Source: an optimization exercise on an open RTL-to-GDS flow (aim: small area, a short achievable clock period and few clock cycles per item). Production flows keep margins and buffers that such runs may drop.
Function was checked by simulation only, so behaviour that the tests miss may differ from the original.

==> job 4493: inputs <==
// ptce_comp
module ptce_comp (
    input  wire        clk,
    input  wire        rst,         
    input  wire        start,
    output wire        ready,
    input  wire [1:0]  mode,
    input  wire [15:0] ut,          
    input  wire [18:0] up,          
    input  wire [15:0] ac1,         
    input  wire [15:0] ac2,         
    input  wire [15:0] ac3,         
    input  wire [15:0] ac4,         
    input  wire [15:0] ac5,         
    input  wire [15:0] ac6,         
    input  wire [15:0] b1,          
    input  wire [15:0] b2,          
    input  wire [15:0] mc,          
    input  wire [15:0] md,          
    output reg         done,
    output reg  [1:0]  t_status,    
    output reg  [1:0]  p_status,    
    output wire [31:0] b5_out,
    output wire [31:0] t10_out,
    output wire [31:0] pres_out
);
    reg        a1_idle, a1_c1, a1_norm, a1_td, a1_b5;
    reg [3:0]  tdc;
    reg [7:1]  a2_m;            
    reg [7:1]  sm;              
    localparam B_PD1 = 1, B_RR = 6, B_RK = 8, B_FIN = 10;
    reg [10:1] b;               
    reg        b_pd;            
    wire a2_idle  = ~|a2_m;
    wire a2_take  = a2_idle | sm[7];                    
    wire a1_b5_go = a1_b5 & a2_take;
    wire a1_free  = a1_idle | a1_b5_go;
    wire b_own_nx = b[B_RR-1] | b[B_RK-1] | b[B_FIN-1];
  ...
Settings: LEC_CHECK=0, CAP_MARGIN=20, CORE_MARGIN=2, CORE_UTILIZATION=55, SLEW_MARGIN=20; clock period 17.0 ns.
run.sh (not shown) runs the stock make flow with config.mk's settings and CLKGATE_MAP_FILE= SYNTH_SCRIPT=/design/flow/synth_recipe.tcl, a recipe that flattens the netlist after the stock synthesis.
==> inputs of job 7229, as changes to job 4493 <==
--- a/flow/design.v
+++ b/flow/design.v
@@ -61,15 +61,12 @@
     endgenerate
 endmodule
 module ptce_mul (
     input  wire [8:0]  d_one,
     input  wire [8:0]  d_two,
     input  wire [8:0]  d_neg,
-    input  wire [8:0]  d_one_n,
-    input  wire [8:0]  d_two_n,
-    input  wire [8:0]  d_neg_n,
     input  wire [20:0] b,
     input  wire [40:0] c,
     input  wire [17:0] c2,          
     output wire [40:0] p
 );
     wire [21:0] b1 = {b[20], b};           
@@ -79,18 +76,14 @@
     genvar i;
     generate
         for (i = 0; i < 9; i = i + 1) begin : pp
             wire one = d_one[i];
             wire two = d_two[i];
             wire ng  = d_neg[i];
-            wire one_h = ~d_one_n[i];
-            wire two_h = ~d_two_n[i];
-            wire ng_h  = ~d_neg_n[i];
-            wire [21:0] sel = {({11{one_h}} & b1[21:11]) | ({11{two_h}} & b2[21:11]),
-                               ({11{one}}   & b1[10:0])  | ({11{two}}   & b2[10:0])};
-            wire [21:0] pv  = sel ^ {{11{ng_h}}, {11{ng}}};
+            wire [21:0] sel = ({22{one}} & b1) | ({22{two}} & b2);
+            wire [21:0] pv  = sel ^ {22{ng}};
             assign neg[i] = ng;
             wire [21:0] r = {~pv[21], pv[20:0]};
             if (i == 0) begin : r0
                 assign rows[i] = {19'd0, r};
             end else begin : rn
                 assign rows[i] = ({19'd0, r} << (2*i)) | ({40'd0, neg[i-1]} << (2*i-2));
@@ -207,21 +200,19 @@
     assign b5_out   = {{4{b5o[27]}}, b5o};
     wire signed [27:0] b5p8 = b5o + 28'sd8;
     assign t10_out  = {{8{b5p8[27]}}, b5p8[27:4]};
     assign pres_out = {{13{presr[18]}}, presr};
     reg  [16:0] oa_nx;          
     reg  [8:0]  od_one, od_two, od_neg;
-    reg  [8:0]  od_one_n, od_two_n, od_neg_n;   
     wire [8:0]  en_one, en_two, en_neg;
     ptce_benc u_benc (.a(oa_nx), .one(en_one), .two(en_two), .neg(en_neg));
     reg  [20:0] ob;
     reg  [40:13] oc;
     wire [40:0] mpu;
     reg  [17:0] oc2;            
-    ptce_mul u_mul (.d_one(od_one), .d_two(od_two), .d_neg(od_neg),
-                    .d_one_n(od_one_n), .d_two_n(od_two_n), .d_neg_n(od_neg_n), .b(ob), .c({oc, 13'd0}), .c2(oc2), .p(mpu));
+    ptce_mul u_mul (.d_one(od_one), .d_two(od_two), .d_neg(od_neg), .b(ob), .c({oc, 13'd0}), .c2(oc2), .p(mpu));
     wire signed [40:0] mp = mpu;
     reg [15:0] kmode;
     always @(*) begin
         case (p_mode)
             2'd0: kmode = 16'd50000;
             2'd1: kmode = 16'd25000;
@@ -255,15 +246,12 @@
               | ({17{ld_m[7]}} & {1'b0, kmode});
     end
     always @(posedge clk) begin
         od_one <= en_one;
         od_two <= en_two;
         od_neg <= en_neg;
-        od_one_n <= ~en_one;
-        od_two_n <= ~en_two;
-        od_neg_n <= ~en_neg;
         ob <= ({21{ld_rr}}   & {11'd0, r_nx})
             | ({21{ld_rk}}   & {1'b0, T2})
             | ({21{ld_fin}}  & {3'b000, p_nx})
             | ({21{ld_c1}}   & t_in)
             | ({21{ld_m[1] | ld_m[2] | ld_m[3]}} & {{4{b6_src[16]}}, b6_src[16:0]})
             | ({21{ld_m[4] | ld_m[5]}} & {2'b00, p_r2[18:0]})
CTS_CLUSTER_DIAMETER = 75   (was not set)
CTS_CLUSTER_SIZE = 30   (was not set)
==> inputs of job 409, as changes to job 4493 <==
--- a/flow/design.v
+++ b/flow/design.v
@@ -61,15 +61,12 @@
     endgenerate
 endmodule
 module ptce_mul (
     input  wire [8:0]  d_one,
     input  wire [8:0]  d_two,
     input  wire [8:0]  d_neg,
-    input  wire [8:0]  d_one_n,
-    input  wire [8:0]  d_two_n,
-    input  wire [8:0]  d_neg_n,
     input  wire [20:0] b,
     input  wire [40:0] c,
     input  wire [17:0] c2,          
     output wire [40:0] p
 );
     wire [21:0] b1 = {b[20], b};           
@@ -79,18 +76,14 @@
     genvar i;
     generate
         for (i = 0; i < 9; i = i + 1) begin : pp
             wire one = d_one[i];
             wire two = d_two[i];
             wire ng  = d_neg[i];
-            wire one_h = ~d_one_n[i];
-            wire two_h = ~d_two_n[i];
-            wire ng_h  = ~d_neg_n[i];
-            wire [21:0] sel = {({11{one_h}} & b1[21:11]) | ({11{two_h}} & b2[21:11]),
-                               ({11{one}}   & b1[10:0])  | ({11{two}}   & b2[10:0])};
-            wire [21:0] pv  = sel ^ {{11{ng_h}}, {11{ng}}};
+            wire [21:0] sel = ({22{one}} & b1) | ({22{two}} & b2);
+            wire [21:0] pv  = sel ^ {22{ng}};
             assign neg[i] = ng;
             wire [21:0] r = {~pv[21], pv[20:0]};
             if (i == 0) begin : r0
                 assign rows[i] = {19'd0, r};
             end else begin : rn
                 assign rows[i] = ({19'd0, r} << (2*i)) | ({40'd0, neg[i-1]} << (2*i-2));
@@ -207,21 +200,19 @@
     assign b5_out   = {{4{b5o[27]}}, b5o};
     wire signed [27:0] b5p8 = b5o + 28'sd8;
     assign t10_out  = {{8{b5p8[27]}}, b5p8[27:4]};
     assign pres_out = {{13{presr[18]}}, presr};
     reg  [16:0] oa_nx;          
     reg  [8:0]  od_one, od_two, od_neg;
-    reg  [8:0]  od_one_n, od_two_n, od_neg_n;   
     wire [8:0]  en_one, en_two, en_neg;
     ptce_benc u_benc (.a(oa_nx), .one(en_one), .two(en_two), .neg(en_neg));
     reg  [20:0] ob;
     reg  [40:13] oc;
     wire [40:0] mpu;
     reg  [17:0] oc2;            
-    ptce_mul u_mul (.d_one(od_one), .d_two(od_two), .d_neg(od_neg),
-                    .d_one_n(od_one_n), .d_two_n(od_two_n), .d_neg_n(od_neg_n), .b(ob), .c({oc, 13'd0}), .c2(oc2), .p(mpu));
+    ptce_mul u_mul (.d_one(od_one), .d_two(od_two), .d_neg(od_neg), .b(ob), .c({oc, 13'd0}), .c2(oc2), .p(mpu));
     wire signed [40:0] mp = mpu;
     reg [15:0] kmode;
     always @(*) begin
         case (p_mode)
             2'd0: kmode = 16'd50000;
             2'd1: kmode = 16'd25000;
@@ -255,15 +246,12 @@
               | ({17{ld_m[7]}} & {1'b0, kmode});
     end
     always @(posedge clk) begin
         od_one <= en_one;
         od_two <= en_two;
         od_neg <= en_neg;
-        od_one_n <= ~en_one;
-        od_two_n <= ~en_two;
-        od_neg_n <= ~en_neg;
         ob <= ({21{ld_rr}}   & {11'd0, r_nx})
             | ({21{ld_rk}}   & {1'b0, T2})
             | ({21{ld_fin}}  & {3'b000, p_nx})
             | ({21{ld_c1}}   & t_in)
             | ({21{ld_m[1] | ld_m[2] | ld_m[3]}} & {{4{b6_src[16]}}, b6_src[16:0]})
             | ({21{ld_m[4] | ld_m[5]}} & {2'b00, p_r2[18:0]})
==> summary of the runs <==
Via count, lowest first: job 7229, job 409, job 4493.
Against job 4493, the sequential share of layout area of job 7229 is higher by 0.46 points.
In job 4493 the register-to-register slack is worse than in job 7229, by 0.14 ns.
Job 409 ran to the end with no violations. Job 4493 ran to the end with no violations. Job 7229 produced a clean layout.
In job 409 the global-route usage is lower than in job 4493, by 0.13 points.
Flip-flop and latch count is the same in job 409 and job 7229.
The lowest core utilization belongs to job 7229, the highest to job 4493.
The lowest fmax belongs to job 4493, the highest to job 409.
First-iteration DRC count, highest first: job 7229, job 4493, job 409.
Of job 7229 and job 409, job 409 has the higher wire length (gap about 0.57%, measured against job 409).
Testbench counts of job 4493, summed over its fixed seeds: cycles 26,906, items 2,400.
Testbench counts of job 7229, summed over its fixed seeds: cycles 26,906, items 2,400.
Testbench counts of job 409, summed over its fixed seeds: cycles 26,906, items 2,400.

[port drivers added, routing unchanged]
The flow's constraints put no driver on any port. The routed layouts listed below were extracted and timed again, unchanged, in two steps.
Step 1 assumes that a clkbuf_16 drives the clock port and a buf_2 every other input.
Step 2 adds t to the input delays and takes it off the output delays; t is the mean of the earliest and latest rising clock arrival at the registers after step 1. Input paths then give back, and output paths get back, about the clock's delay inside the block.
Slacks: ideal ports / drivers / drivers and shift; pairs: ideal ports / drivers.
run	shift t [ns]	setup WS [ns]	hold WS [ns]	worst setup path after step 2	cell pins on the clock port's net
job 4493	0.758	8.995 / 8.995 / 8.995	0.408 / 0.408 / 0.408	register to register	1
job 7229	0.754	9.130 / 9.130 / 9.130	0.414 / 0.414 / 0.414	register to register	1
job 409	0.763	9.203 / 9.203 / 9.203	0.410 / 0.410 / 0.410	register to register	1
After both steps setup and hold are still met in every run listed.
